From an optimization exercise on the open Yosys and OpenROAD flow, aimed at small area, a short achievable clock period and few clock cycles; shortcuts taken in it are not production practice. RTL that was checked went through simulation tests only; none was proved equivalent to the original. Function not checked in runs 1 and 3: the RTL went through the layout flow alone. Power is estimated from default activity; no workload was simulated.

===== design/flow/run.sh =====
#!/bin/bash
# synth_recipe.tcl (not shown) runs the flow's synth.tcl, then flattens the netlist and writes it again
# the make line also repeats each setting of config.mk as NAME=value (left out here)
make -C /OpenROAD-flow-scripts/flow DESIGN_CONFIG=/design/flow/config.mk WORK_HOME=/design/flow/orfs CLKGATE_MAP_FILE= SYNTH_SCRIPT=/design/flow/synth_recipe.tcl finish

===== design/flow/config.mk =====
export PLATFORM = sky130hd
export DESIGN_NAME = tape_core
export DESIGN_NICKNAME = tape_core
export VERILOG_FILES = /design/flow/design.v
export SDC_FILE = /design/flow/constraint.sdc
export NUM_CORES = 4
export LEC_CHECK = 0
export CAP_MARGIN = 20
export CORE_MARGIN = 2
export CORE_UTILIZATION = 40
export SETUP_SLACK_MARGIN = 4.5
export SLEW_MARGIN = 20

===== design/flow/design.v =====
module tape_core (
    input  wire        clk,
    input  wire        rst,             
    input  wire        ld_tape,         
    input  wire        ld_exp,          
    input  wire        ld_plen,         
    input  wire        ld_elen,         
    input  wire [3:0]  ld_addr,
    input  wire [4:0]  ld_data,
    input  wire        launch,
    input  wire        launch_mode,     
    input  wire [63:0] launch_a,
    input  wire [63:0] launch_b,
    input  wire [63:0] launch_c,
    output reg  [2:0]  status,
    output reg  [1:0]  result,
    output reg  [2:0]  cause,
    output reg  [4:0]  epc,
    output reg  [5:0]  einsn,
    output reg  [15:0] ocnt,
    output reg  [4:0]  ip,
    output reg  [63:0] reg_a,
    output reg  [63:0] reg_b,
    output reg  [63:0] reg_c,
    output reg         emit_valid,
    output reg  [15:0] emit_index,
    output reg  [2:0]  emit_digit
);
    localparam ST_IDLE    = 3'd0;
    localparam ST_RUNNING = 3'd1;
    localparam ST_HALTED  = 3'd2;
    localparam ST_ABORTED = 3'd3;
    localparam ST_FAULTED = 3'd4;
    localparam RES_NONE     = 2'd0;
    localparam RES_SUCCESS  = 2'd1;
    localparam RES_SHORT    = 2'd2;
    localparam RES_MISMATCH = 2'd3;
    localparam CAUSE_RSV_COMBO = 3'd1;
    localparam CAUSE_ODD_LEN   = 3'd2;
    localparam CAUSE_NEG_EXP   = 3'd3;
    reg [2:0] tape [0:15];
    reg [2:0] expd [0:15];
    reg [4:0] plen;
    reg [4:0] elen;
    reg       mode;
    reg       running;
    reg       ph_shift;       
    reg       ph_inc;         
    reg [1:0] dsel;           
    reg [6:0] rem;            
    reg       carry;          
    reg       stk_acc;        
    wire      micro = ph_shift || ph_inc;
    reg [2:0] o0, r0, o1, r1, o2, r2;
    reg       v1, v2;         
    function [17:0] window;
        input [4:0] p;
        reg [3:0] a;
        begin
            a = {p[3:1], 1'b0};
            if (p[0])
                window = {tape[a + 4'd1], tape[a + 4'd2], 12'd0};
            else
                window = {tape[a], tape[a + 4'd1], tape[a + 4'd2],
                          tape[a + 4'd3], tape[a + 4'd4], tape[a + 4'd5]};
        end
    endfunction
    wire combo0 = (o0 == 3'd0) || (o0 == 3'd2) || (o0 == 3'd5) || (o0 == 3'd6) || (o0 == 3'd7);
    wire combo1 = (o1 == 3'd0) || (o1 == 3'd2) || (o1 == 3'd5) || (o1 == 3'd6) || (o1 == 3'd7);
    wire isdiv0 = (o0 == 3'd0) || (o0 == 3'd6) || (o0 == 3'd7);
    wire isdiv1 = (o1 == 3'd0) || (o1 == 3'd6) || (o1 == 3'd7);
    wire emit0  = (o0 == 3'd5);
    wire emit1  = (o1 == 3'd5);
    wire jmp0   = (o0 == 3'd3);
    wire jmp1   = (o1 == 3'd3);
    wire a_neg = reg_a[63];
    wire [2:0] a_lo = reg_a[2:0];
    wire [2:0] b_lo = reg_b[2:0];
    wire [2:0] c_lo = reg_c[2:0];
    reg       s0_sign;
    reg [2:0] lo0;
    always @(*) begin
        case (r0)
            3'd4: begin s0_sign = reg_a[63]; lo0 = a_lo; end
            3'd5: begin s0_sign = reg_b[63]; lo0 = b_lo; end
            3'd6: begin s0_sign = reg_c[63]; lo0 = c_lo; end
            default: begin s0_sign = 1'b0; lo0 = r0; end
        endcase
    end
    wire rsv0   = combo0 && (r0 == 3'd7);
    wire neg0   = isdiv0 && s0_sign;
    wire fault0 = rsv0 || neg0;
    reg s1_sign;
    always @(*) begin
        case (r1)
            3'd4: s1_sign = reg_a[63];
            3'd5: s1_sign = reg_b[63] && (o0 != 3'd2);
            3'd6: s1_sign = reg_c[63];
            default: s1_sign = 1'b0;
        endcase
    end
    wire rsv1  = combo1 && (r1 == 3'd7);
    wire neg1  = isdiv1 && s1_sign;
    wire haz_k = isdiv1 && (r1 == 3'd5) && (o0 == 3'd4);
    wire       div_s1 = !isdiv0;
    wire [2:0] kr     = div_s1 ? r1 : r0;
    wire       big_a  = (reg_a[63:6] != 58'd0);
    wire       big_b  = (reg_b[63:6] != 58'd0) && !(div_s1 && o0 == 3'd2);
    wire       big_c  = (reg_c[63:6] != 58'd0);
    wire [5:0] kb     = !div_s1        ? reg_b[5:0] :
                        (o0 == 3'd1)   ? reg_b[5:0] ^ {3'd0, r0} :
                        (o0 == 3'd2)   ? {3'd0, lo0} : reg_b[5:0];
    reg  [5:0] k;
    reg        big;
    always @(*) begin
        case (kr)
            3'd4: begin k = reg_a[5:0]; big = big_a; end
            3'd5: begin k = kb;         big = big_b; end
            3'd6: begin k = reg_c[5:0]; big = big_c; end
            default: begin k = {3'd0, kr}; big = 1'b0; end
        endcase
    end
    wire       k_short = (k[5:3] == 3'd0);
    wire       fast_k  = big || k_short;         
    reg [63:0] src;
    always @(*) begin
        if (!micro)
            src = reg_a;
        else case (dsel)
            2'd1:    src = reg_b;
            2'd2:    src = reg_c;
            default: src = reg_a;
        endcase
    end
    wire [2:0]  f      = (ph_inc && carry) ? 3'd1 :
                         micro ? ((rem[6:3] != 4'd0) ? 3'd7 : rem[2:0]) :
                         (k_short ? k[2:0] : 3'd7);
    wire        fill   = src[63];
    wire [63:0] sh1    = f[0] ? {(ph_inc ? src[0]   : fill),      src[63:1]} : src;
    wire [63:0] sh2    = f[1] ? {(ph_inc ? sh1[1:0] : {2{fill}}), sh1[63:2]} : sh1;
    wire [63:0] sh     = f[2] ? {(ph_inc ? sh2[3:0] : {4{fill}}), sh2[63:4]} : sh2;
    wire [6:0]  lmask  = ~(7'h7f << f);
    wire        stk    = src[63] && ((src[6:0] & lmask) != 7'd0);
    wire [63:0] dres   = (ph_inc && carry) ? {~src[0], src[63:1]} :
                         ((big && !micro) ? 64'd0 : sh);
    wire        nz_a   = (reg_a != 64'd0);
    wire [7:0]  a_lsh  = reg_a[7:0] >> f;
    wire        nz_q   = !big && ((reg_a[63:8] != 56'd0) || (a_lsh != 8'd0));
    wire div_any = isdiv0 || isdiv1;
    wire pair_ok =
        v1 && !jmp0 &&
        !(isdiv0 && isdiv1) &&
        !(emit0 && emit1) &&
        !rsv1 && !neg1 && !haz_k &&
        !(div_any && !(fast_k && !a_neg));
    wire [2:0] exp_d    = expd[ocnt[3:0]];
    wire       past_end = (ocnt >= {11'd0, elen});
    wire       abort0   = emit0 && mode && (past_end || (exp_d != lo0));
    wire       issue1   = pair_ok && !fault0 && !abort0;
    reg       hB, hC, hD;                    
    reg       lA, lB, lC, lD; reg [2:0] lL;  
    reg       dA, dB, dC, dD; reg [2:0] dL;  
    reg       wrA, wrB, wrC;
    always @(*) begin
        hB = 1'b1; hC = 1'b0; hD = 1'b0;
        lA = 1'b0; lB = 1'b1; lC = 1'b0; lD = 1'b0; lL = 3'd0;
        dA = 1'b0; dB = 1'b0; dC = 1'b0; dD = 1'b0; dL = 3'd0;
        wrA = 1'b0; wrB = 1'b0; wrC = 1'b0;
        if (micro) begin
            case (dsel)
                2'd1: begin
                    wrB = 1'b1;
                    hB = 1'b0; hD = 1'b1; lB = 1'b0; lD = 1'b1;
                end
                2'd2: wrC = 1'b1;
                default: wrA = 1'b1;
            endcase
        end else begin
            case (o0)
                3'd0: wrA = 1'b1;
                3'd1: begin wrB = 1'b1; lL = r0; end
                3'd2: begin
                    wrB = 1'b1;
                    hB = 1'b0; lB = 1'b0;
                    case (r0)
                        3'd4: lA = 1'b1;
                        3'd5: lB = 1'b1;
                        3'd6: lC = 1'b1;
                        default: lL = r0;
                    endcase
                end
                3'd4: begin wrB = 1'b1; hC = 1'b1; lC = 1'b1; end
                3'd5: begin
                    case (r0)
                        3'd4: dA = 1'b1;
                        3'd5: dB = 1'b1;
                        3'd6: dC = 1'b1;
                        default: dL = r0;
                    endcase
                end
                3'd6: begin
                    wrB = 1'b1;
                    hB = 1'b0; hD = 1'b1; lB = 1'b0; lD = 1'b1;
                end
                3'd7: wrC = 1'b1;
                default: ;
            endcase
            if (issue1) begin
                case (o1)
                    3'd0: wrA = 1'b1;
                    3'd1: begin wrB = 1'b1; lL = lL ^ r1; end
                    3'd2: begin
                        wrB = 1'b1;
                        hB = 1'b0; hC = 1'b0; hD = 1'b0;
                        case (r1)
                            3'd4: begin
                                lB = 1'b0; lC = 1'b0; lL = 3'd0;
                                if (o0 == 3'd0) begin lA = 1'b0; lD = 1'b1; end
                                else begin lA = 1'b1; lD = 1'b0; end
                            end
                            3'd5: ;  
                            3'd6: begin
                                lA = 1'b0; lB = 1'b0; lL = 3'd0;
                                if (o0 == 3'd7) begin lC = 1'b0; lD = 1'b1; end
                                else begin lC = 1'b1; lD = 1'b0; end
                            end
                            default: begin
                                lA = 1'b0; lB = 1'b0; lC = 1'b0; lD = 1'b0; lL = r1;
                            end
                        endcase
                    end
                    3'd4: begin
                        wrB = 1'b1;
                        if (o0 == 3'd7) begin hD = !hD; lD = !lD; end
                        else begin hC = !hC; lC = !lC; end
                    end
                    3'd5: begin
                        case (r1)
                            3'd4: if (o0 == 3'd0) dD = 1'b1; else dA = 1'b1;
                            3'd5: begin dA = lA; dB = lB; dC = lC; dD = lD; dL = lL; end
                            3'd6: if (o0 == 3'd7) dD = 1'b1; else dC = 1'b1;
                            default: dL = r1;
                        endcase
                    end
                    3'd6: begin
                        wrB = 1'b1;
                        hB = 1'b0; hC = 1'b0; hD = 1'b1;
                        lA = 1'b0; lB = 1'b0; lC = 1'b0; lD = 1'b1; lL = 3'd0;
                    end
                    3'd7: wrC = 1'b1;
                    default: ;
                endcase
            end
        end
    end
    wire [63:0] b_new;
    assign b_new[63:3] = ({61{hD}} & dres[63:3]) ^ ({61{hB}} & reg_b[63:3]) ^
                         ({61{hC}} & reg_c[63:3]);
    assign b_new[2:0]  = ({3{lD}} & dres[2:0]) ^ ({3{lB}} & b_lo) ^
                         ({3{lC}} & c_lo) ^ ({3{lA}} & a_lo) ^ lL;
    wire [2:0]  edig   = ({3{dD}} & dres[2:0]) ^ ({3{dB}} & b_lo) ^
                         ({3{dC}} & c_lo) ^ ({3{dA}} & a_lo) ^ dL;
    wire emitted = !micro && (emit0 || (issue1 && emit1));
    wire abort1  = issue1 && emit1 && mode && (past_end || (exp_d != edig));
    wire [15:0] ocnt_n = ocnt + {15'd0, emitted};
    wire nz_after = ((o0 == 3'd0) || (o1 == 3'd0)) ? nz_q : nz_a;
    wire issue2   = issue1 && v2 && (o2 == 3'd3) && !jmp1;
    wire [4:0] ip2 = ip + 5'd2;
    wire [4:0] ip4 = ip + 5'd4;
    wire [4:0] ip6 = ip + 5'd6;
    wire h_ip2 = ({1'b0, ip} + 6'd3) >= {1'b0, plen};
    wire h_ip4 = ({1'b0, ip} + 6'd5) >= {1'b0, plen};
    wire h_ip6 = ({1'b0, ip} + 6'd7) >= {1'b0, plen};
    wire h_r0  = ({3'd0, r0} + 6'd1) >= {1'b0, plen};
    wire h_r1  = ({3'd0, r1} + 6'd1) >= {1'b0, plen};
    wire h_r2  = ({3'd0, r2} + 6'd1) >= {1'b0, plen};
    function [1:0] vv;
        input [4:0] p;
        begin
            vv[0] = !p[0] && ({1'b0, p} + 6'd3 < {1'b0, plen});
            vv[1] = !p[0] && ({1'b0, p} + 6'd5 < {1'b0, plen});
        end
    endfunction
    wire [1:0] v_ip2 = vv(ip2), v_ip4 = vv(ip4), v_ip6 = vv(ip6);
    wire [1:0] v_r0 = vv({2'b00, r0}), v_r1 = vv({2'b00, r1}), v_r2 = vv({2'b00, r2});
    reg  [4:0] nip;
    reg        halt_next;
    reg  [1:0] v_next;
    always @(*) begin
        if (jmp0) begin
            nip = nz_a ? {2'b00, r0} : ip2;       halt_next = nz_a ? h_r0 : h_ip2;
            v_next = nz_a ? v_r0 : v_ip2;
        end else if (!issue1) begin
            nip = ip2;                            halt_next = h_ip2;
            v_next = v_ip2;
        end else if (jmp1) begin
            nip = nz_after ? {2'b00, r1} : ip4;   halt_next = nz_after ? h_r1 : h_ip4;
            v_next = nz_after ? v_r1 : v_ip4;
        end else if (issue2) begin
            nip = nz_after ? {2'b00, r2} : ip6;   halt_next = nz_after ? h_r2 : h_ip6;
            v_next = nz_after ? v_r2 : v_ip6;
        end else begin
            nip = ip4;                            halt_next = h_ip4;
            v_next = v_ip4;
        end
    end
    wire halt_ip   = ({1'b0, ip} + 6'd1) >= {1'b0, plen};
    wire go_shift = isdiv0 && !fast_k;
    wire go_inc   = isdiv0 && fast_k && !big && a_neg && stk;
    wire [6:0] rem_n   = rem - {4'd0, f};
    wire       stk_n   = stk_acc || stk;
    always @(posedge clk) begin
        if (!running) begin
            if (ld_tape) tape[ld_addr] <= ld_data[2:0];
            if (ld_exp)  expd[ld_addr] <= ld_data[2:0];
        end
    end
    always @(posedge clk) begin
        if (rst) begin
            status     <= ST_IDLE;
            running    <= 1'b0;
            ph_shift   <= 1'b0;
            ph_inc     <= 1'b0;
            result     <= RES_NONE;
            cause      <= 3'd0;
            epc        <= 5'd0;
            einsn      <= 6'd0;
            ocnt       <= 16'd0;
            ip         <= 5'd0;
            reg_a      <= 64'd0;
            reg_b      <= 64'd0;
            reg_c      <= 64'd0;
            plen       <= 5'd0;
            elen       <= 5'd0;
            mode       <= 1'b0;
            emit_valid <= 1'b0;
            emit_index <= 16'd0;
            emit_digit <= 3'd0;
        end else begin
            emit_valid <= 1'b0;
            if (!running) begin
                if (ld_plen) plen <= ld_data;
                if (ld_elen) elen <= ld_data;
                if (launch) begin
                    reg_a  <= launch_a;
                    reg_b  <= launch_b;
                    reg_c  <= launch_c;
                    mode   <= launch_mode;
                    ip     <= 5'd0;
                    ocnt   <= 16'd0;
                    einsn  <= 6'd0;
                    if (plen[0]) begin
                        status  <= ST_FAULTED;
                        result  <= RES_NONE;
                        cause   <= CAUSE_ODD_LEN;
                        epc     <= plen - 5'd1;
                    end else if (plen == 5'd0) begin
                        status  <= ST_HALTED;
                        result  <= !launch_mode ? RES_NONE :
                                   (elen == 5'd0) ? RES_SUCCESS : RES_SHORT;
                        cause   <= 3'd0;
                        epc     <= 5'd0;
                    end else begin
                        status  <= ST_RUNNING;
                        running <= 1'b1;
                        result  <= RES_NONE;
                        cause   <= 3'd0;
                        epc     <= 5'd0;
                    end
                end
            end else if (micro) begin
                if (wrA) reg_a <= dres;
                if (wrB) reg_b <= b_new;
                if (wrC) reg_c <= dres;
                rem <= rem_n;
                if (ph_shift)
                    stk_acc <= stk_n;
                if (ph_inc && carry)
                    carry <= src[0];
                if (rem_n != 7'd0) begin
                end else if (ph_shift && stk_n) begin
                    ph_shift <= 1'b0;
                    ph_inc   <= 1'b1;
                    rem      <= 7'd64;
                    carry    <= 1'b1;
                end else begin
                    ph_shift <= 1'b0;
                    ph_inc   <= 1'b0;
                    if (halt_ip) begin
                        status  <= ST_HALTED;
                        running <= 1'b0;
                        if (!mode)
                            result <= RES_NONE;
                        else if (ocnt == {11'd0, elen})
                            result <= RES_SUCCESS;
                        else
                            result <= RES_SHORT;
                    end
                end
            end else if (fault0) begin
                status  <= ST_FAULTED;
                running <= 1'b0;
                cause   <= rsv0 ? CAUSE_RSV_COMBO : CAUSE_NEG_EXP;
                epc     <= ip;
                einsn   <= {o0, r0};
            end else begin
                if (wrA) reg_a <= dres;
                if (wrB) reg_b <= b_new;
                if (wrC) reg_c <= dres;
                ocnt <= ocnt_n;
                if (emitted) begin
                    emit_valid <= 1'b1;
                    emit_index <= ocnt;
                    emit_digit <= edig;
                end
                dsel    <= (o0 == 3'd0) ? 2'd0 : (o0 == 3'd6) ? 2'd1 : 2'd2;
                rem     <= go_inc ? 7'd64 : {1'b0, k} - 7'd7;
                carry   <= 1'b1;
                stk_acc <= stk;
                if (abort0 || abort1) begin
                    status  <= ST_ABORTED;
                    running <= 1'b0;
                    result  <= RES_MISMATCH;
                    ip      <= abort0 ? ip2 : ip4;
                end else begin
                    ip <= nip;
                    if (go_shift)
                        ph_shift <= 1'b1;
                    else if (go_inc)
                        ph_inc <= 1'b1;
                    else if (halt_next) begin
                        status  <= ST_HALTED;
                        running <= 1'b0;
                        if (!mode)
                            result <= RES_NONE;
                        else if (ocnt_n == {11'd0, elen})
                            result <= RES_SUCCESS;
                        else
                            result <= RES_SHORT;
                    end
                end
            end
        end
    end
    always @(posedge clk) begin
        if (!running) begin
            {o0, r0, o1, r1, o2, r2} <= window(5'd0);
            v1 <= (plen > 5'd3);
            v2 <= (plen > 5'd5);
        end else if (!micro) begin
            {o0, r0, o1, r1, o2, r2} <= window(nip);
            v1 <= v_next[0];
            v2 <= v_next[1];
        end
    end
endmodule

===== design/flow/constraint.sdc =====
create_clock -name core_clock -period 9.0 [get_ports {clk}]
set_input_delay 1.8000 -clock core_clock [delete_from_list [all_inputs] [get_ports {clk}]]
set_output_delay 1.8000 -clock core_clock [all_outputs]
set_load 0.01 [all_outputs]

==> impl_metrics.json, run 1 <==
{
  "min_period_ns": 5.354,
  "fmax_ghz": 0.1868,
  "num_rows": 99,
  "htreeDepth": 2,
  "synth_top_area_cell": "dfxtp_1",
  "cp_data_arrival_time_ns": 5.70,
  "initial_core_util": 0.4039,
  "vias": 32610,
  "synth_top_family_by_area": "compound AO/OA/AOI/OAI gates",
  "preCtsSetupSlack_ns": 2.078,
  "yosysWarnings": 1,
  "critPathLaunchType": "flop",
  "area_growth_pct": 39.17,
  "chipHeight_microns": 275.2,
  "routed_via_density": 6.291,
  "rsz0062_at_grt": "true",
  "grt_pass1_wl_microns": 201400,
  "dieArea_sq_mm": 0.07574,
  "first_pass_iters": 8,
  "antenna_found_initial": 8,
  "synth-xor-area-share": 0.06064,
  "dominantRegCellSynth": "dfxtp_1",
  "cp_max_fo": 8,
  "pin_count": 461,
  "synth_fa_ha_area_frac": 0.04321,
  "finalClockSkew_ns": 0.07286,
  "io_buffer_count": 459,
  "drtAntennaViolNets": 0,
  "critical_path.max_stage_delay_ns": 0.54,
  "synth-compound-area-share": 0.2464,
  "worstSkewPairLatency_ns": 0.65,
  "synth_area_leaders": "dfxtp_1 18%, edfxtp_1 13%, nand2_1 7.2%",
  "required_ns": 9.35,
  "cts_tree": "yes",
  "min-delay-start": "emit_index[7]",
  "fin_ws_ns": 3.646,
  "yosysUniqueCellTypes": 90,
  "mappedNetlistArea_sq_mm": 0.02942,
  "max-cap-violations": 0,
  "yosys.area_share.simple": 0.1959,
  "multi_input_area_sq_mm": 0.02084,
  "end_kind": "flop",
  "hold_violations": 0,
  "dp_hpwl_microns": 93780,
  "drive_above_1_share": 0.1791,
  "seqCellArea_sq_mm": 0.009213,
  "ir_drop_uv": 186.3,
  "synth_top_area_frac": 0.1830,
  "powerDensity_mw_per_mm2": 230.0,
  "wire_per_inst_microns": 27.20,
  "outcome": "complete, no violations",
  "clkTransAtPathRegs_ns": 0.06,
  "tns_ns": 0,
  "ys_seq_area_frac": 0.3127,
  "drt_iter0_drc": 4129,
  "place.gp.congestion": 0.9492,
  "crit_slowest_cell": "mux4_2",
  "r2r_start": "reg_a[45]",
  "grt_pass1_vias": 29612,
  "hold_slack_ns": 0.4547,
  "synth_edf_count": 127,
  "worstMarginPinSlew_ns": 1.143,
  "ys_async_sr_fraction": 0,
  "reg2reg_depth": 16,
  "cts_sinks": 396,
  "hold_buffers": 0,
  "slew_viol_final": 0,
  "ctsRootBufferMaster": "clkbuf_16",
  "synthMuxAreaShare": 0.09263,
  "p_leak_nw": 14.98,
  "clockBufferDepth": 3,
  "fp.coreArea_sq_mm": 0.07283,
  "fin_util": 0.5622,
  "hold_path.class": "reg2reg",
  "overflow": 0,
  "critPathBufInv": 3,
  "grtUsageTotal": 0.3524,
  "worst-r2r-setup-slack_ns": 3.65,
  "cts_buffers": 48,
  "critPathTopFamily": "simple AND/OR/NAND/NOR gates",
  "reg2reg_to": "r0[2]",
  "synth_nets": 3994,
  "hold_depth": 2,
  "synth.avg_cell_area_sq_um": 7.986,
  "post-route-period-util": 0.5948,
  "critPathKind": "reg2reg",
  "wirelength_microns": 141000,
  "drc": 0,
  "final_nets": 4491,
  "path_cells": "nor4_1, nand4_1, nor4_4, nor2b_2, nand3_1, nand2_1, a211oi_1, or4_4, o211ai_1, buf_4, clkbuf_16, inv_8, ha_4, mux4_2, mux2i_4, o221ai_1",
  "setup_viol": 0,
  "syn_inst": 3684,
  "slew_headroom": 0.2378,
  "die_width_microns": 275.2,
  "ys_ff_latch": 396,
  "fillCellCount": 6664,
  "grt_max_degree": 94,
  "min_to": "emit_index[7]"
}
-- metrics by stage --
step	instance area, sq um	instances	power [mW]
after floorplan	29690	3684	4.769
after global placement	34740	4862	6.034
after detailed placement	34750	4862	6.034
after CTS	39230	5113	8.881
after global routing	40940	5183	9.759
final	40950	5184	9.417
-- synthesized netlist by cell type, drive strengths merged (34+ instances only) --
master / n
clkbuf: 237
edfxtp: 127
nor2b: 34
a22oi: 108
o21ai: 163
a21oi: 309
dfxtp: 269
buf: 55
nor2: 324
nand3: 55
mux2: 54
and2: 60
nor3: 93
a211oi: 181
o211ai: 138
nor4: 51
xnor2: 65
nand2: 567
mux2i: 153
ha: 100
xor2: 130
inv: 65
-- placed cells by master (no fill, tap or decap), drive strengths merged, types with 34 or more instances in the layout --
cell / netlist / final
inv: 65 / 72
ha: 100 / 100
xnor2: 65 / 65
clkbuf: 237 / 69
nor3: 93 / 93
clkdlybuf4s50: 0 / 458
nand2: 567 / 568
o211ai: 138 / 138
a22oi: 108 / 108
nand3: 55 / 55
nor2: 324 / 324
o21ai: 163 / 163
mux2i: 153 / 153
nor2b: 34 / 34
xor2: 130 / 130
buf: 55 / 260
edfxtp: 127 / 127
mux2: 54 / 54
a21oi: 309 / 309
and2: 60 / 61
nor4: 51 / 51
dfxtp: 269 / 269
a211oi: 181 / 181
-- flip-flops by register name, summed over array words and instances, names as in the netlist, 5 cells and up, named ones only --
| name | cells |
|---|---|
| emit_index | 16 |
| tape | 48 |
| ip | 5 |
| reg_b | 64 |
| elen | 5 |
| einsn | 6 |
| reg_a | 64 |
| plen | 5 |
| ocnt | 16 |
| reg_c | 64 |
| expd | 48 |
| epc | 5 |
| rem | 7 |
-- cell families (layout without fill, tap and decap cells) --
group	Yosys count	count (layout)
AND/OR/NAND/NOR	1298	1301
multiplexers	233	233
buffers and inverters	360	890
other	1	6
XOR/XNOR	198	198
AO/OA/AOI/OAI	1097	1100
flip-flops	396	396
adder cells (fa/ha/maj)	101	101
-- report_power, final --
group          internal, mW  total, mW  switching (mW)
logic                  2.21       5.05            2.84
registers              2.00       2.30           0.303
clock network          1.18       2.07           0.890
total                  5.38       9.42            4.04
-- cell type report --
cell class	count	area share
Clock buffer	64	0.03251
Multi-Input combinational cell	2934	0.5090
Timing Repair inverter	4	0.0007639
Tap cell	959	0.02930
Timing Repair Buffer	729	0.1875
Inverter	68	0.007487
Clock inverter	25	0.008098
Antenna cell	5	0.0003056
Sequential cell	396	0.2250
-- worst max path at each step --
| stage | start | end | slack [ns] | cells past startpoint |
|---|---|---|---|---|
| after floorplan | r0[0] | result[0] | 3.62 | 31 |
| after global placement | o0[2] | r0[2] | 2.19 | 18 |
| after detailed placement | o0[2] | r0[2] | 2.08 | 18 |
| after CTS | flop | result[0] | 3.77 | 23 |
| after global routing | r0[0] | status[1] | 3.58 | 22 |
| final | reg_a[45] | r0[2] | 3.65 | 16 |
-- metal layers --
metal | GRT usage | routed length, microns | vias to the layer above
met1 | 0.4677 | 55790 | 15519
met2 | 0.5434 | 61940 | 2168
li1 | - | - | 14464
met5 | 0 | 39 | -
met4 | 0.1674 | 7854 | 6
met3 | 0.07768 | 15390 | 453
-- worst register-to-register path: stages (launching register included) --
cell       delay (ns)
dfxtp_1          0.46
nor4_1           0.34
nand4_1          0.31
nor4_4           0.49
nor2b_2          0.36
nand3_1          0.36
nand2_1          0.31
a211oi_1         0.12
or4_4            0.52
o211ai_1         0.26
buf_4            0.17
clkbuf_16        0.14
inv_8            0.04
ha_4             0.29
mux4_2           0.54
mux2i_4          0.20
o221ai_1         0.15
-- timing repair --
item                                    CTS  global route
cloned                                   27             5
setup buffers                           135            61
pin swaps                               157           181
gates resized for setup                 252           236
endpoints found under the setup margin  274           238
==> inputs of run 2 (changes only) <==
--- a/design/flow/design.v
+++ b/design/flow/design.v
@@ -50,21 +50,25 @@
     reg [6:0] rem;            
     reg       carry;          
     reg       stk_acc;        
-    wire      micro = ph_shift || ph_inc;
-    reg [2:0] o0, r0, o1, r1, o2, r2;
+    reg       ph_end;         
+    reg       meas;           
+    reg [2:0] fr;             
+    wire      micro = ph_shift || ph_inc || ph_end;
+    wire      micro_wr = ph_shift || (ph_inc && !meas);
+    reg [5:0] w0, w1, w2;
     reg       v1, v2;         
-    function [17:0] window;
-        input [4:0] p;
-        reg [3:0] a;
-        begin
-            a = {p[3:1], 1'b0};
-            if (p[0])
-                window = {tape[a + 4'd1], tape[a + 4'd2], 12'd0};
-            else
-                window = {tape[a], tape[a + 4'd1], tape[a + 4'd2],
-                          tape[a + 4'd3], tape[a + 4'd4], tape[a + 4'd5]};
-        end
+    reg [2:0] exp_cur;        
+    reg       past_cur;       
+    function [5:0] pair;
+        input [2:0] i;
+        pair = {tape[{i, 1'b0}], tape[{i, 1'b1}]};
     endfunction
+    wire [2:0] o0 = ip[0] ? w0[2:0] : w0[5:3];
+    wire [2:0] r0 = ip[0] ? w1[5:3] : w0[2:0];
+    wire [2:0] o1 = w1[5:3];
+    wire [2:0] r1 = w1[2:0];
+    wire [2:0] o2 = w2[5:3];
+    wire [2:0] r2 = w2[2:0];
     wire combo0 = (o0 == 3'd0) || (o0 == 3'd2) || (o0 == 3'd5) || (o0 == 3'd6) || (o0 == 3'd7);
     wire combo1 = (o1 == 3'd0) || (o1 == 3'd2) || (o1 == 3'd5) || (o1 == 3'd6) || (o1 == 3'd7);
     wire isdiv0 = (o0 == 3'd0) || (o0 == 3'd6) || (o0 == 3'd7);
@@ -132,29 +136,58 @@
             default: src = reg_a;
         endcase
     end
-    wire [2:0]  f      = (ph_inc && carry) ? 3'd1 :
-                         micro ? ((rem[6:3] != 4'd0) ? 3'd7 : rem[2:0]) :
+    reg  [2:0]  t1;
+    integer     ti;
+    always @(*) begin
+        t1 = 3'd7;
+        for (ti = 6; ti >= 0; ti = ti - 1)
+            if (!src[ti]) t1 = ti[2:0];
+    end
+    wire [2:0]  rem7   = (rem[6:3] != 4'd0) ? 3'd7 : rem[2:0];
+    wire [2:0]  t1p    = (t1 == 3'd7) ? 3'd7 : t1 + 3'd1;
+    wire [2:0]  f_meas = carry ? ((t1p < rem7) ? t1p : rem7) : rem7;
+    wire [2:0]  f      = ph_inc ? fr : micro ? rem7 :
                          (k_short ? k[2:0] : 3'd7);
+    wire [6:0]  lmask  = ~(7'h7f << f);
+    wire        addc   = ph_inc && !meas && carry;
+    wire [63:0] srcm   = {src[63:7], src[6:0] ^ (lmask & {7{addc}})};
     wire        fill   = src[63];
-    wire [63:0] sh1    = f[0] ? {(ph_inc ? src[0]   : fill),      src[63:1]} : src;
+    wire [63:0] sh1    = f[0] ? {(ph_inc ? srcm[0]  : fill),      srcm[63:1]} : srcm;
     wire [63:0] sh2    = f[1] ? {(ph_inc ? sh1[1:0] : {2{fill}}), sh1[63:2]} : sh1;
     wire [63:0] sh     = f[2] ? {(ph_inc ? sh2[3:0] : {4{fill}}), sh2[63:4]} : sh2;
-    wire [6:0]  lmask  = ~(7'h7f << f);
     wire        stk    = src[63] && ((src[6:0] & lmask) != 7'd0);
-    wire [63:0] dres   = (ph_inc && carry) ? {~src[0], src[63:1]} :
-                         ((big && !micro) ? 64'd0 : sh);
+    wire [63:0] dres   = (big && !micro) ? 64'd0 : sh;
     wire        nz_a   = (reg_a != 64'd0);
-    wire [7:0]  a_lsh  = reg_a[7:0] >> f;
-    wire        nz_q   = !big && ((reg_a[63:8] != 56'd0) || (a_lsh != 8'd0));
+    wire [1:0]  lsh    = isdiv0 ? r0[1:0] : r1[1:0];
+    wire [5:0]  a_lsh  = reg_a[5:0] >> lsh;
+    wire [2:0]  d_lo   = a_lsh[2:0];
+    wire        nz_q   = (reg_a[63:6] != 58'd0) || (a_lsh != 6'd0);
+    wire sm_a = (reg_a[63:3] == 61'd0);
+    wire sm_b = (reg_b[63:3] == 61'd0);
+    wire sm_c = (reg_c[63:3] == 61'd0);
+    reg  small_k;
+    always @(*) begin
+        case (kr)
+            3'd4: small_k = sm_a;
+            3'd5: small_k = sm_b || (div_s1 && o0 == 3'd2);
+            3'd6: small_k = sm_c;
+            default: small_k = 1'b1;
+        endcase
+    end
     wire div_any = isdiv0 || isdiv1;
+    wire lit0    = !r0[2];
+    wire d_emit1 = emit1 && ((r1 == 3'd4 && o0 == 3'd0) || (r1 == 3'd5 && o0 == 3'd6) ||
+                             (r1 == 3'd6 && o0 == 3'd7));
+    wire d_jmp1  = jmp1 && (o0 == 3'd0);
     wire pair_ok =
         v1 && !jmp0 &&
         !(isdiv0 && isdiv1) &&
         !(emit0 && emit1) &&
         !rsv1 && !neg1 && !haz_k &&
-        !(div_any && !(fast_k && !a_neg));
-    wire [2:0] exp_d    = expd[ocnt[3:0]];
-    wire       past_end = (ocnt >= {11'd0, elen});
+        !(div_any && !(small_k && !a_neg)) &&
+        !((d_emit1 || d_jmp1) && !lit0);
+    wire [2:0] exp_d    = exp_cur;
+    wire       past_end = past_cur;
     wire       abort0   = emit0 && mode && (past_end || (exp_d != lo0));
     wire       issue1   = pair_ok && !fault0 && !abort0;
     reg       hB, hC, hD;                    
@@ -258,22 +291,36 @@
                          ({61{hC}} & reg_c[63:3]);
     assign b_new[2:0]  = ({3{lD}} & dres[2:0]) ^ ({3{lB}} & b_lo) ^
                          ({3{lC}} & c_lo) ^ ({3{lA}} & a_lo) ^ lL;
-    wire [2:0]  edig   = ({3{dD}} & dres[2:0]) ^ ({3{dB}} & b_lo) ^
+    wire [2:0]  edig   = ({3{dD}} & d_lo) ^ ({3{dB}} & b_lo) ^
                          ({3{dC}} & c_lo) ^ ({3{dA}} & a_lo) ^ dL;
     wire emitted = !micro && (emit0 || (issue1 && emit1));
+    wire [15:0] ocnt_p1 = ocnt + 16'd1;
     wire abort1  = issue1 && emit1 && mode && (past_end || (exp_d != edig));
-    wire [15:0] ocnt_n = ocnt + {15'd0, emitted};
+    wire [15:0] ocnt_n = emitted ? ocnt_p1 : ocnt;
+    wire        eq0    = (ocnt == {11'd0, elen});
+    wire        eq1    = (ocnt_p1 == {11'd0, elen});
+    wire [1:0]  res_h  = !mode ? RES_NONE : (emitted ? eq1 : eq0) ? RES_SUCCESS : RES_SHORT;
     wire nz_after = ((o0 == 3'd0) || (o1 == 3'd0)) ? nz_q : nz_a;
-    wire issue2   = issue1 && v2 && (o2 == 3'd3) && !jmp1;
+    wire issue2   = issue1 && v2 && (o2 == 3'd3) && !jmp1 &&
+                    !(o0 == 3'd0 && !lit0) && !(o1 == 3'd0 && r1[2]);
     wire [4:0] ip2 = ip + 5'd2;
     wire [4:0] ip4 = ip + 5'd4;
     wire [4:0] ip6 = ip + 5'd6;
     wire h_ip2 = ({1'b0, ip} + 6'd3) >= {1'b0, plen};
     wire h_ip4 = ({1'b0, ip} + 6'd5) >= {1'b0, plen};
     wire h_ip6 = ({1'b0, ip} + 6'd7) >= {1'b0, plen};
-    wire h_r0  = ({3'd0, r0} + 6'd1) >= {1'b0, plen};
-    wire h_r1  = ({3'd0, r1} + 6'd1) >= {1'b0, plen};
-    wire h_r2  = ({3'd0, r2} + 6'd1) >= {1'b0, plen};
+    reg [7:0] ht, vt1, vt2;
+    integer t;
+    always @(*) begin
+        for (t = 0; t < 8; t = t + 1) begin
+            ht[t]  = (t + 1 >= plen);
+            vt1[t] = (t % 2 == 0) && (t + 3 < plen);
+            vt2[t] = (t % 2 == 0) && (t + 5 < plen);
+        end
+    end
+    wire h_r0  = ht[r0];
+    wire h_r1  = ht[r1];
+    wire h_r2  = ht[r2];
     function [1:0] vv;
         input [4:0] p;
         begin
@@ -282,31 +329,43 @@
         end
     endfunction
     wire [1:0] v_ip2 = vv(ip2), v_ip4 = vv(ip4), v_ip6 = vv(ip6);
-    wire [1:0] v_r0 = vv({2'b00, r0}), v_r1 = vv({2'b00, r1}), v_r2 = vv({2'b00, r2});
-    reg  [4:0] nip;
-    reg        halt_next;
-    reg  [1:0] v_next;
+    wire [1:0] v_r0 = {vt2[r0], vt1[r0]};
+    wire [1:0] v_r1 = {vt2[r1], vt1[r1]};
+    wire [1:0] v_r2 = {vt2[r2], vt1[r2]};
+    wire [2:0]  qq   = ip[3:1];
+    wire [5:0]  p3   = pair(qq + 3'd3);
+    wire [5:0]  p4   = pair(qq + 3'd4);
+    wire [5:0]  p5   = pair(qq + 3'd5);
+    wire [2:0]  jt   = jmp0 ? r0 : jmp1 ? r1 : r2;
+    wire [1:0]  jq   = jt[2:1];
+    wire [17:0] w_jt = {pair({1'b0, jq}), pair({1'b0, jq} + 3'd1), pair({1'b0, jq} + 3'd2)};
+    wire [17:0] w_a1 = {w1, w2, p3};
+    wire [17:0] w_a2 = {w2, p3, p4};
+    wire [17:0] w_a3 = {p3, p4, p5};
+    reg  [4:0]  nip;
+    reg         halt_next;
+    reg  [1:0]  v_next;
+    reg  [17:0] w_next;
     always @(*) begin
         if (jmp0) begin
             nip = nz_a ? {2'b00, r0} : ip2;       halt_next = nz_a ? h_r0 : h_ip2;
-            v_next = nz_a ? v_r0 : v_ip2;
+            v_next = nz_a ? v_r0 : v_ip2;         w_next = nz_a ? w_jt : w_a1;
         end else if (!issue1) begin
             nip = ip2;                            halt_next = h_ip2;
-            v_next = v_ip2;
+            v_next = v_ip2;                       w_next = w_a1;
         end else if (jmp1) begin
             nip = nz_after ? {2'b00, r1} : ip4;   halt_next = nz_after ? h_r1 : h_ip4;
-            v_next = nz_after ? v_r1 : v_ip4;
+            v_next = nz_after ? v_r1 : v_ip4;     w_next = nz_after ? w_jt : w_a2;
         end else if (issue2) begin
             nip = nz_after ? {2'b00, r2} : ip6;   halt_next = nz_after ? h_r2 : h_ip6;
-            v_next = nz_after ? v_r2 : v_ip6;
+            v_next = nz_after ? v_r2 : v_ip6;     w_next = nz_after ? w_jt : w_a3;
         end else begin
             nip = ip4;                            halt_next = h_ip4;
-            v_next = v_ip4;
+            v_next = v_ip4;                       w_next = w_a2;
         end
     end
     wire halt_ip   = ({1'b0, ip} + 6'd1) >= {1'b0, plen};
-    wire go_shift = isdiv0 && !fast_k;
-    wire go_inc   = isdiv0 && fast_k && !big && a_neg && stk;
+    wire go_micro = isdiv0 && !(small_k && !a_neg);
     wire [6:0] rem_n   = rem - {4'd0, f};
     wire       stk_n   = stk_acc || stk;
     always @(posedge clk) begin
@@ -321,6 +380,7 @@
             running    <= 1'b0;
             ph_shift   <= 1'b0;
             ph_inc     <= 1'b0;
+            ph_end     <= 1'b0;
             result     <= RES_NONE;
             cause      <= 3'd0;
             epc        <= 5'd0;
@@ -369,32 +429,41 @@
                     end
                 end
             end else if (micro) begin
-                if (wrA) reg_a <= dres;
-                if (wrB) reg_b <= b_new;
-                if (wrC) reg_c <= dres;
-                rem <= rem_n;
-                if (ph_shift)
+                if (wrA && micro_wr) reg_a <= dres;
+                if (wrB && micro_wr) reg_b <= b_new;
+                if (wrC && micro_wr) reg_c <= dres;
+                if (ph_shift) begin
+                    rem     <= rem_n;
                     stk_acc <= stk_n;
-                if (ph_inc && carry)
-                    carry <= src[0];
-                if (rem_n != 7'd0) begin
-                end else if (ph_shift && stk_n) begin
-                    ph_shift <= 1'b0;
-                    ph_inc   <= 1'b1;
-                    rem      <= 7'd64;
-                    carry    <= 1'b1;
+                    if (rem[6:3] == 4'd0) begin
+                        ph_shift <= 1'b0;
+                        if (stk_n) begin
+                            ph_inc <= 1'b1;
+                            meas   <= 1'b1;
+                            rem    <= 7'd64;
+                            carry  <= 1'b1;
+                        end else
+                            ph_end <= 1'b1;
+                    end
+                end else if (ph_inc) begin
+                    if (meas) begin
+                        fr   <= f_meas;
+                        meas <= 1'b0;
+                    end else begin
+                        rem   <= rem_n;
+                        carry <= carry && (fr <= t1);
+                        meas  <= 1'b1;
+                        if ({4'd0, fr} == rem) begin
+                            ph_inc <= 1'b0;
+                            ph_end <= 1'b1;
+                        end
+                    end
                 end else begin
-                    ph_shift <= 1'b0;
-                    ph_inc   <= 1'b0;
+                    ph_end <= 1'b0;
                     if (halt_ip) begin
                         status  <= ST_HALTED;
                         running <= 1'b0;
-                        if (!mode)
-                            result <= RES_NONE;
-                        else if (ocnt == {11'd0, elen})
-                            result <= RES_SUCCESS;
-                        else
-                            result <= RES_SHORT;
+                        result  <= !mode ? RES_NONE : eq0 ? RES_SUCCESS : RES_SHORT;
                     end
                 end
             end else if (fault0) begin
@@ -414,9 +483,9 @@
                     emit_digit <= edig;
                 end
                 dsel    <= (o0 == 3'd0) ? 2'd0 : (o0 == 3'd6) ? 2'd1 : 2'd2;
-                rem     <= go_inc ? 7'd64 : {1'b0, k} - 7'd7;
+                rem     <= (big || k_short) ? 7'd0 : {1'b0, k} - 7'd7;
                 carry   <= 1'b1;
-                stk_acc <= stk;
+                stk_acc <= stk && !big;
                 if (abort0 || abort1) begin
                     status  <= ST_ABORTED;
                     running <= 1'b0;
@@ -424,19 +493,12 @@
                     ip      <= abort0 ? ip2 : ip4;
                 end else begin
                     ip <= nip;
-                    if (go_shift)
+                    if (go_micro)
                         ph_shift <= 1'b1;
-                    else if (go_inc)
-                        ph_inc <= 1'b1;
                     else if (halt_next) begin
                         status  <= ST_HALTED;
                         running <= 1'b0;
-                        if (!mode)
-                            result <= RES_NONE;
-                        else if (ocnt_n == {11'd0, elen})
-                            result <= RES_SUCCESS;
-                        else
-                            result <= RES_SHORT;
+                        result  <= res_h;
                     end
                 end
             end
@@ -444,13 +506,19 @@
     end
     always @(posedge clk) begin
         if (!running) begin
-            {o0, r0, o1, r1, o2, r2} <= window(5'd0);
+            {w0, w1, w2} <= {pair(3'd0), pair(3'd1), pair(3'd2)};
             v1 <= (plen > 5'd3);
             v2 <= (plen > 5'd5);
+            exp_cur  <= expd[4'd0];
+            past_cur <= (elen == 5'd0);
         end else if (!micro) begin
-            {o0, r0, o1, r1, o2, r2} <= window(nip);
+            {w0, w1, w2} <= w_next;
             v1 <= v_next[0];
             v2 <= v_next[1];
+            if (emitted) begin
+                exp_cur  <= expd[ocnt_p1[3:0]];
+                past_cur <= (ocnt_p1 >= {11'd0, elen});
+            end
         end
     end
 endmodule
--- a/design/flow/config.mk
+++ b/design/flow/config.mk
@@ -8,5 +8,5 @@
 export CAP_MARGIN = 20
 export CORE_MARGIN = 2
 export CORE_UTILIZATION = 40
-export SETUP_SLACK_MARGIN = 4.5
+export SETUP_SLACK_MARGIN = 4
 export SLEW_MARGIN = 20
==> run 2 against run 1 <==
Worst setup slack better by 0.46 ns. Via count is 1.2% higher. Clock skew is 0.038 ns lower. Hold slack worse by 0.0016 ns. Global-route usage is 1.3 points lower.
==> impl_metrics.json, run 2 <==
{
  "hold_slack_ns": 0.4532,
  "ctsRootBufferMaster": "clkbuf_16",
  "worstSkewPairLatency_ns": 0.63,
  "layout_common_cells": "599 x nand2_1, 456 x clkdlybuf4s50_1, 340 x nor2_1, 263 x dfxtp_1, 241 x mux2i_1",
  "dieArea_sq_mm": 0.07933,
  "synth_edf_count": 135,
  "synth_area_leaders": "dfxtp_1 17%, edfxtp_1 13%, mux2i_1 7.9%",
  "clkTransAtPathRegs_ns": 0.07,
  "hold_path.class": "reg2reg",
  "critPathLaunchType": "flop",
  "outcome": "complete, no violations",
  "cp_max_fo": 61,
  "syn_inst": 3798,
  "htreeDepth": 2,
  "ys_seq_area_frac": 0.3041,
  "wire_per_inst_microns": 27.38,
  "preCtsSetupSlack_ns": 2.575,
  "tns_ns": 0,
  "io_buffer_count": 459,
  "required_ns": 9.49,
  "cts_buffers": 50,
  "p_leak_nw": 14.04,
  "dp_hpwl_microns": 100100,
  "ir_drop_uv": 248.9,
  "fin_util": 0.5089,
  "fp.coreArea_sq_mm": 0.07608,
  "ys_ff_latch": 401,
  "slew_viol_final": 0,
  "clockBufferDepth": 3,
  "vias": 33009,
  "synth_top_area_cell": "dfxtp_1",
  "drt_iter0_drc": 4127,
  "ys_async_sr_fraction": 0,
  "ys_top_cells_by_count": "604 x nand2_1, 346 x nor2_1, 266 x dfxtp_1, 244 x clkbuf_1, 244 x mux2i_1",
  "hold_violations": 0,
  "dominantRegCellSynth": "dfxtp_1",
  "cts_tree": "yes",
  "finalClockSkew_ns": 0.03455,
  "critPathKind": "reg2reg",
  "synth.avg_cell_area_sq_um": 8.119,
  "yosysWarnings": 1,
  "pin_count": 461,
  "grt_max_degree": 92,
  "drive_above_1_share": 0.09295,
  "yosysUniqueCellTypes": 104,
  "cp_data_arrival_time_ns": 5.39,
  "chipHeight_microns": 281.7,
  "final_common_cell": "nand2_1",
  "synth_top_area_frac": 0.1727,
  "yosysMostFrequentCell": "nand2_1",
  "mappedNetlistArea_sq_mm": 0.03084,
  "end_kind": "flop",
  "final_nets": 4374,
  "slew_headroom": 0.2480,
  "grt_pass1_vias": 30349,
  "setup_viol": 0,
  "routed_via_density": 6.377,
  "fmax_ghz": 0.2042,
  "hold_buffers": 0,
  "min_period_ns": 4.897,
  "num_rows": 101,
  "rsz0062_at_grt": "true",
  "antenna_found_initial": 12,
  "first_pass_iters": 5,
  "worstMarginPinSlew_ns": 1.125,
  "place.gp.congestion": 0.9589,
  "die_width_microns": 281.7,
  "fin_ws_ns": 4.103,
  "drtAntennaViolNets": 0,
  "grt_pass1_wl_microns": 204700,
  "grtUsageTotal": 0.3399,
  "drc": 0,
  "max-cap-violations": 0,
  "initial_core_util": 0.4053,
  "area_growth_pct": 25.54,
  "cts_sinks": 401,
  "overflow": 0,
  "synth_nets": 4072,
  "top_regs": "reg_a: 64 flops, reg_b: 64 flops, reg_c: 64 flops",
  "powerDensity_mw_per_mm2": 229.0,
  "post-route-period-util": 0.5441,
  "wirelength_microns": 141700
}
[run 2: cell types whose count changed after synthesis, sizes merged, moves of 87 or more]
cell | previous run | this run
xor2 | 130 | 40
a311oi | 9 | 111
a21oi | 309 | 203
xnor2 | 65 | 152
mux2i | 153 | 247
a211oi | 181 | 70
o211ai | 138 | 39
[run 2: what timing repair did]
item                                    in CTS  in global routing
cloned                                       2                  3
gates resized for setup                     56                 32
endpoints found under the hold margin        0                  0
setup buffers                               21                 24
pin swaps                                    6                  6
endpoints found under the setup margin     239                145
[run 2: area by class of cell]
type                    count  area [sq um]
well taps                1030          1289
fillers                  7365         37360
multi-input cells        2997         20350
clock inverters            27         355.3
clock buffers              67          1408
diodes                      4         10.01
flip-flops and latches    401          9385
repair buffers            577          5634
inverters                  73         282.8
[run 2: report_power, final]
part	internal, mW	switching, mW	total [mW]
Combinational	1.68	2.65	4.33
Sequential	2.04	0.290	2.33
Clock	1.28	0.917	2.20
[run 2: cell families after synthesis]
logic type	count (synthesis)	share of synthesized area
other	1	0.0001216
xor gates and xnor gates	194	0.05624
adders and majority gates	66	0.02694
muxes	320	0.1244
buffers and inverters	403	0.05287
and+or+nand+nor	1368	0.2028
AOI/OAI and AO/OA	1045	0.2325
DFF	401	0.3041
[run 2: worst paths after layout]
check | start | to | slack, ns | cells after the start
max | ip[0] | reg_b[60] | 4.10 | 16
min | emit_index[9] | emit_index[9] | 0.45 | 2
max reg2reg | ip[0] | reg_b[60] | 4.10 | 16
min reg2reg | emit_index[9] | emit_index[9] | 0.45 | 2
[run 2: critical path, cell delays in order (launching register included)]
cell	delay [ns]
dfxtp_4	0.43
buf_12	0.23
mux2_4	0.44
nor3_4	0.28
nor2_1	0.18
a31o_4	0.28
or4b_4	0.55
a21o_2	0.34
nor2_4	0.24
buf_6	0.24
nand2_1	0.09
a31o_2	0.29
buf_8	0.20
nand2_1	0.18
xnor2_1	0.15
xnor2_1	0.10
a2111oi_1	0.37
[run 2: per-layer routing]
metal	up-vias	track usage	routed length [microns]
met3	353	0.06331	14210
met1	16009	0.4679	58340
li1	14783	-	-
met5	-	0	76
met4	12	0.1533	7234
met2	1852	0.5165	61840
[run 2: metrics by stage]
| stage | power [mW] | instance area (sq um) | cells |
|---|---|---|---|
| 2_1_floorplan | 4.943 | 30840 | 3798 |
| 3_3_place_gp | 6.361 | 36060 | 5028 |
| 3_5_place_dp | 6.377 | 36050 | 5028 |
| 4_1_cts | 8.674 | 38300 | 5145 |
| 5_1_grt | 9.215 | 38710 | 5176 |
| 6_report | 8.865 | 38710 | 5176 |
Testbench counts of run 2, summed over its fixed seeds: cycles 30,018.
==> inputs of run 3 (changes only) <==
--- a/design/flow/design.v
+++ b/design/flow/design.v
@@ -63,8 +63,36 @@
         input [2:0] i;
         pair = {tape[{i, 1'b0}], tape[{i, 1'b1}]};
     endfunction
-    wire [2:0] o0 = ip[0] ? w0[2:0] : w0[5:3];
-    wire [2:0] r0 = ip[0] ? w1[5:3] : w0[2:0];
+    reg [5:0] s0;
+    reg       pst;
+    wire [2:0] o0 = s0[5:3];
+    wire [2:0] r0 = s0[2:0];
+    function pstatic;
+        input [5:0] a;      
+        input [5:0] b;      
+        input       v;      
+        reg [2:0] oa, ra, ob, rb;
+        reg da, db, cb;
+        begin
+            oa = a[5:3]; ra = a[2:0]; ob = b[5:3]; rb = b[2:0];
+            da = (oa == 3'd0) || (oa == 3'd6) || (oa == 3'd7);
+            db = (ob == 3'd0) || (ob == 3'd6) || (ob == 3'd7);
+            cb = db || (ob == 3'd2) || (ob == 3'd5);
+            pstatic = v && (oa != 3'd3) && !(da && db) &&
+                      !(oa == 3'd5 && ob == 3'd5) &&
+                      !(cb && rb == 3'd7) &&
+                      !(db && rb == 3'd5 && oa == 3'd4) &&
+                      !(ra[2] && ((ob == 3'd3 && oa == 3'd0) ||
+                                  (ob == 3'd5 && ((rb == 3'd4 && oa == 3'd0) ||
+                                                  (rb == 3'd5 && oa == 3'd6) ||
+                                                  (rb == 3'd6 && oa == 3'd7)))));
+        end
+    endfunction
+    function [5:0] slot0;
+        input [17:0] w;
+        input        odd;
+        slot0 = odd ? {w[14:12], w[11:9]} : w[17:12];
+    endfunction
     wire [2:0] o1 = w1[5:3];
     wire [2:0] r1 = w1[2:0];
     wire [2:0] o2 = w2[5:3];
@@ -180,12 +208,8 @@
                              (r1 == 3'd6 && o0 == 3'd7));
     wire d_jmp1  = jmp1 && (o0 == 3'd0);
     wire pair_ok =
-        v1 && !jmp0 &&
-        !(isdiv0 && isdiv1) &&
-        !(emit0 && emit1) &&
-        !rsv1 && !neg1 && !haz_k &&
-        !(div_any && !(small_k && !a_neg)) &&
-        !((d_emit1 || d_jmp1) && !lit0);
+        pst && !neg1 &&
+        !(div_any && !(small_k && !a_neg));
     wire [2:0] exp_d    = exp_cur;
     wire       past_end = past_cur;
     wire       abort0   = emit0 && mode && (past_end || (exp_d != lo0));
@@ -342,28 +366,48 @@
     wire [17:0] w_a1 = {w1, w2, p3};
     wire [17:0] w_a2 = {w2, p3, p4};
     wire [17:0] w_a3 = {p3, p4, p5};
+    wire [1:0]  v_jt   = jmp0 ? v_r0 : jmp1 ? v_r1 : v_r2;
+    wire [5:0]  s0_a1  = slot0(w_a1, ip[0]);
+    wire [5:0]  s0_a2  = slot0(w_a2, ip[0]);
+    wire [5:0]  s0_a3  = slot0(w_a3, ip[0]);
+    wire [5:0]  s0_jt  = slot0(w_jt, jt[0]);
+    wire        ps_a1  = pstatic(s0_a1, w_a1[11:6], v_ip2[0]);
+    wire        ps_a2  = pstatic(s0_a2, w_a2[11:6], v_ip4[0]);
+    wire        ps_a3  = pstatic(s0_a3, w_a3[11:6], v_ip6[0]);
+    wire        ps_jt  = pstatic(s0_jt, w_jt[11:6], v_jt[0]);
     reg  [4:0]  nip;
     reg         halt_next;
     reg  [1:0]  v_next;
-    reg  [17:0] w_next;
+    reg  [1:0]  nsel;      
     always @(*) begin
         if (jmp0) begin
             nip = nz_a ? {2'b00, r0} : ip2;       halt_next = nz_a ? h_r0 : h_ip2;
-            v_next = nz_a ? v_r0 : v_ip2;         w_next = nz_a ? w_jt : w_a1;
+            nsel = nz_a ? 2'd3 : 2'd0;
         end else if (!issue1) begin
             nip = ip2;                            halt_next = h_ip2;
-            v_next = v_ip2;                       w_next = w_a1;
+            nsel = 2'd0;
         end else if (jmp1) begin
             nip = nz_after ? {2'b00, r1} : ip4;   halt_next = nz_after ? h_r1 : h_ip4;
-            v_next = nz_after ? v_r1 : v_ip4;     w_next = nz_after ? w_jt : w_a2;
+            nsel = nz_after ? 2'd3 : 2'd1;
         end else if (issue2) begin
             nip = nz_after ? {2'b00, r2} : ip6;   halt_next = nz_after ? h_r2 : h_ip6;
-            v_next = nz_after ? v_r2 : v_ip6;     w_next = nz_after ? w_jt : w_a3;
+            nsel = nz_after ? 2'd3 : 2'd2;
         end else begin
             nip = ip4;                            halt_next = h_ip4;
-            v_next = v_ip4;                       w_next = w_a2;
+            nsel = 2'd1;
         end
     end
+    reg  [17:0] w_next;
+    reg  [5:0]  s0_next;
+    reg         ps_next;
+    always @(*) begin
+        case (nsel)
+            2'd0: begin w_next = w_a1; s0_next = s0_a1; ps_next = ps_a1; v_next = v_ip2; end
+            2'd1: begin w_next = w_a2; s0_next = s0_a2; ps_next = ps_a2; v_next = v_ip4; end
+            2'd2: begin w_next = w_a3; s0_next = s0_a3; ps_next = ps_a3; v_next = v_ip6; end
+            default: begin w_next = w_jt; s0_next = s0_jt; ps_next = ps_jt; v_next = v_jt; end
+        endcase
+    end
     wire halt_ip   = ({1'b0, ip} + 6'd1) >= {1'b0, plen};
     wire go_micro = isdiv0 && !(small_k && !a_neg);
     wire [6:0] rem_n   = rem - {4'd0, f};
@@ -507,12 +551,16 @@
     always @(posedge clk) begin
         if (!running) begin
             {w0, w1, w2} <= {pair(3'd0), pair(3'd1), pair(3'd2)};
+            s0  <= pair(3'd0);
+            pst <= pstatic(pair(3'd0), pair(3'd1), plen > 5'd3);
             v1 <= (plen > 5'd3);
             v2 <= (plen > 5'd5);
             exp_cur  <= expd[4'd0];
             past_cur <= (elen == 5'd0);
         end else if (!micro) begin
             {w0, w1, w2} <= w_next;
+            s0  <= s0_next;
+            pst <= ps_next;
             v1 <= v_next[0];
             v2 <= v_next[1];
             if (emitted) begin
==> run 3 against run 2 <==
Final cell count fell by 1.7%. Wire length fell by 4.3%. Critical path type unchanged. Critical endpoint is now reg_a[9]. First-iteration DRC count rose by 2.2%. Still clean. Sequential share of layout area rose by 0.55 points. Maximum frequency fell by 2.6%. Cell area fell by 2.2%. Combinational power fell by 23%.
==> impl_metrics.json, run 3 <==
{
  "tns_ns": 0,
  "chipHeight_microns": 279.6,
  "routed_via_density": 6.287,
  "outcome": "complete, no violations",
  "cp_data_arrival_time_ns": 5.50,
  "drtAntennaViolNets": 0,
  "hold_depth": 2,
  "drive_above_1_share": 0.1064,
  "pwr-share-clk": 0.257,
  "antenna_found_initial": 8,
  "mappedNetlistArea_sq_mm": 0.03039,
  "overflow": 0,
  "worstSkewPairLatency_ns": 0.61,
  "dominantRegCellSynth": "dfxtp_1",
  "swShare": 0.4104,
  "ys_ff_latch": 401,
  "synth_top_area_cell": "dfxtp_1",
  "drt_iter0_drc": 4218,
  "vias": 31999,
  "num_rows": 101,
  "p_seq_frac": 0.306,
  "grtUsageTotal": 0.3283,
  "setup.worst_path.start": "reg_c[47]",
  "synth_area_leaders": "dfxtp_1 18%, edfxtp_1 13%, o21ai_0 5.9%",
  "reg2reg_to": "reg_a[9]",
  "grt_pass1_vias": 29221,
  "slew_viol_final": 0,
  "min-delay-start": "emit_index[15]",
  "cts_tree": "yes",
  "hold_path.class": "reg2reg",
  "critPathLaunchType": "flop",
  "slew_headroom": 0.2443,
  "critical_path.max_stage_delay_ns": 0.77,
  "drc": 0,
  "multi_input_area_sq_mm": 0.01966,
  "seqCellArea_sq_mm": 0.009384,
  "r2r_start": "reg_c[47]",
  "dieArea_sq_mm": 0.07820,
  "initial_core_util": 0.4022,
  "place.gp.congestion": 0.9684,
  "finalClockSkew_ns": 0.01496,
  "layout_common_cells": "458 x clkdlybuf4s50_1, 427 x nor2_1, 409 x nand2_1, 355 x o21ai_0, 264 x dfxtp_1",
  "fin_ws_ns": 3.971,
  "hold_violations": 0,
  "synth.avg_cell_area_sq_um": 8.064,
  "wirelength_microns": 135500,
  "preCtsSetupSlack_ns": 2.958,
  "p_leak_nw": 13.66,
  "required_ns": 9.47,
  "fmax_ghz": 0.1989,
  "end_kind": "flop",
  "yosysWarnings": 1,
  "synth_nets": 4047,
  "final_nets": 4346,
  "grt_pass1_wl_microns": 196800,
  "powerDensity_mw_per_mm2": 200.7,
  "io_buffer_count": 459,
  "worst-r2r-setup-slack_ns": 3.97,
  "worstMarginPinSlew_ns": 1.122,
  "pwr-share-comb": 0.437,
  "min_to": "emit_index[15]",
  "crit_slowest_cell": "o21a_4",
  "yosysUniqueCellTypes": 89,
  "post-route-period-util": 0.5588,
  "intPower_mw": 4.478,
  "setup_viol": 0,
  "synth_top_area_frac": 0.1752,
  "cp_max_fo": 77,
  "power_switching_mw": 3.117,
  "top_regs": "reg_a: 64 flops, reg_b: 64 flops, reg_c: 64 flops",
  "ys_top_cells_by_count": "431 x nor2_1, 412 x nand2_1, 358 x o21ai_0, 266 x dfxtp_1, 254 x clkbuf_1",
  "crit_top_cell": "buf_4",
  "area_growth_pct": 24.52,
  "critPathBufInv": 2,
  "critPathKind": "reg2reg",
  "ys_async_sr_fraction": 0,
  "path_cells": "nor4_1, nand3_1, nor4_4, nand4b_1, a41oi_4, buf_4, o211a_4, a211oi_1, o31ai_1, o21a_4, buf_4, o21ai_0, o22ai_1, nor2_1",
  "rsz0062_at_grt": "true",
  "ys_seq_area_frac": 0.3086,
  "grt_max_degree": 135,
  "synth_edf_count": 135,
  "critPathTopFamily": "compound AO/OA/AOI/OAI gates",
  "ctsRootBufferMaster": "clkbuf_16",
  "clkTransAtPathRegs_ns": 0.06,
  "wire_per_inst_microns": 26.63,
  "dp_hpwl_microns": 96320,
  "final_common_cell": "clkdlybuf4s50_1",
  "fp.coreArea_sq_mm": 0.07557,
  "htreeDepth": 2,
  "min_period_ns": 5.029,
  "yosysMostFrequentCell": "nor2_1",
  "syn_inst": 3769,
  "ir_drop_uv": 158.9,
  "reg2reg_depth": 14,
  "max-cap-violations": 0,
  "fillCellCount": 7280,
  "cts_buffers": 48,
  "die_width_microns": 279.6,
  "clockBufferDepth": 3,
  "first_pass_iters": 8,
  "pin_count": 461,
  "hold_buffers": 0,
  "cts_sinks": 401
}
## run 3: cell types whose count changed after synthesis, moves of 50 or more
cell      change
and4_1       -56
nor2_1       +85
a211oi_1     -50
nand2_1     -192
o21ai_0     +118
inv_1        +98
o22ai_1      +95
a221oi_1     +55
a311oi_1     -97
mux2i_1      -76
mux2_2       +92
## run 3: timing repair
| action | in CTS | in global routing |
|---|---|---|
| endpoints found under the setup margin | 240 | 194 |
| cloned | 1 | 1 |
| gates resized for setup | 34 | 41 |
| pin swaps | 2 | 10 |
| setup buffers | 10 | 21 |
## run 3: worst max path at each step
stage                     endpoint  cells after the start
after global routing           pst                     18
after CTS                      pst                     16
after detailed placement       pst                     16
after global placement         pst                     16
final                     reg_a[9]                     14
after floorplan                pst                     20
## run 3: worst reg2reg max path, cell delays in order, from the launching register on
cell and delay (ns):
dfxtp_1 0.35, nor4_1 0.59, nand3_1 0.30, nor4_4 0.46, nand4b_1 0.21, a41oi_4 0.26, buf_4 0.17, o211a_4 0.26
a211oi_1 0.15, o31ai_1 0.29, o21a_4 0.77, buf_4 0.43, o21ai_0 0.32, o22ai_1 0.26, nor2_1 0.06
## run 3: layer usage
metal	track usage	wire length, microns	vias up
met3	0.06505	13080	347
met5	0	49	-
met1	0.4353	54720	15414
met2	0.5063	59800	1878
met4	0.1699	7879	8
li1	-	-	14352
## run 3: logic make-up after synthesis
kind of cell / synth area share
other: 0.0001234
DFF: 0.3086
and+or+nand+nor: 0.1809
AOI/OAI and AO/OA: 0.2226
muxes: 0.1402
adders and majority gates: 0.02898
xor gates and xnor gates: 0.05760
buffers and inverters: 0.06101
## run 3: power groups by stage
stage	logic (mW)	registers [mW]	clock network, mW
floorplan	1.98	2.28	0
global placement	3.13	2.34	0
detailed placement	3.12	2.35	0
CTS	3.19	2.31	1.97
global route	3.51	2.34	2.03
finish	3.32	2.32	1.95
## run 3: stage by stage
stage                     instances  area, sq um  power (mW)  hold WS (ns)  utilization
after floorplan                3769        30400       4.260        0.4761            -
after global placement         4962        35640       5.472        0.4396       0.4716
after detailed placement       4962        35650       5.475        0.4493       0.4717
after CTS                      5062        37430       7.467        0.4581       0.4953
after global routing           5089        37840       7.879        0.4710       0.5007
final                          5090        37840       7.595        0.4548       0.5008
## run 3: final cells by class
cell class | count | share of cell area
Multi-Input combinational cell | 2891 | 0.5195
Sequential cell | 401 | 0.2480
Timing Repair Buffer | 555 | 0.1419
Clock buffer | 71 | 0.03643
Tap cell | 978 | 0.03233
Inverter | 171 | 0.01723
Clock inverter | 18 | 0.004265
Antenna cell | 5 | 0.0003306

[separate check: timing with driven ports]
The results above use ideal ports. As a check the final layouts listed here were re-extracted and re-timed, cells and wires unchanged. Step 1 sets driving cells, clkbuf_16 on the clock port and buf_2 on the other inputs (assumed; they add their load-dependent delay and slew). Step 2 adds t to the input delays and takes it off the output delays; t is the mean of the earliest and latest rising clock arrival at the registers after step 1. Input paths then give back, and output paths get back, about the clock's delay inside the block. Three values: no drivers, after step 1, after step 2; two values: the first two.
run	t, ns	setup WS [ns]	worst slew at a driven data input, ns	pins driven straight from the clock port
run 1	0.674	3.646 / 3.646 / 3.646	0.14	1
run 2	0.687	4.103 / 4.103 / 4.103	0.12	1
run 3	0.673	3.971 / 3.971 / 3.963	0.14	1
After both steps setup and hold are still met in every run listed. The setup slack of run 3, which loses most, moves by 0.000 ns with the drivers and by -0.008 ns with both steps.
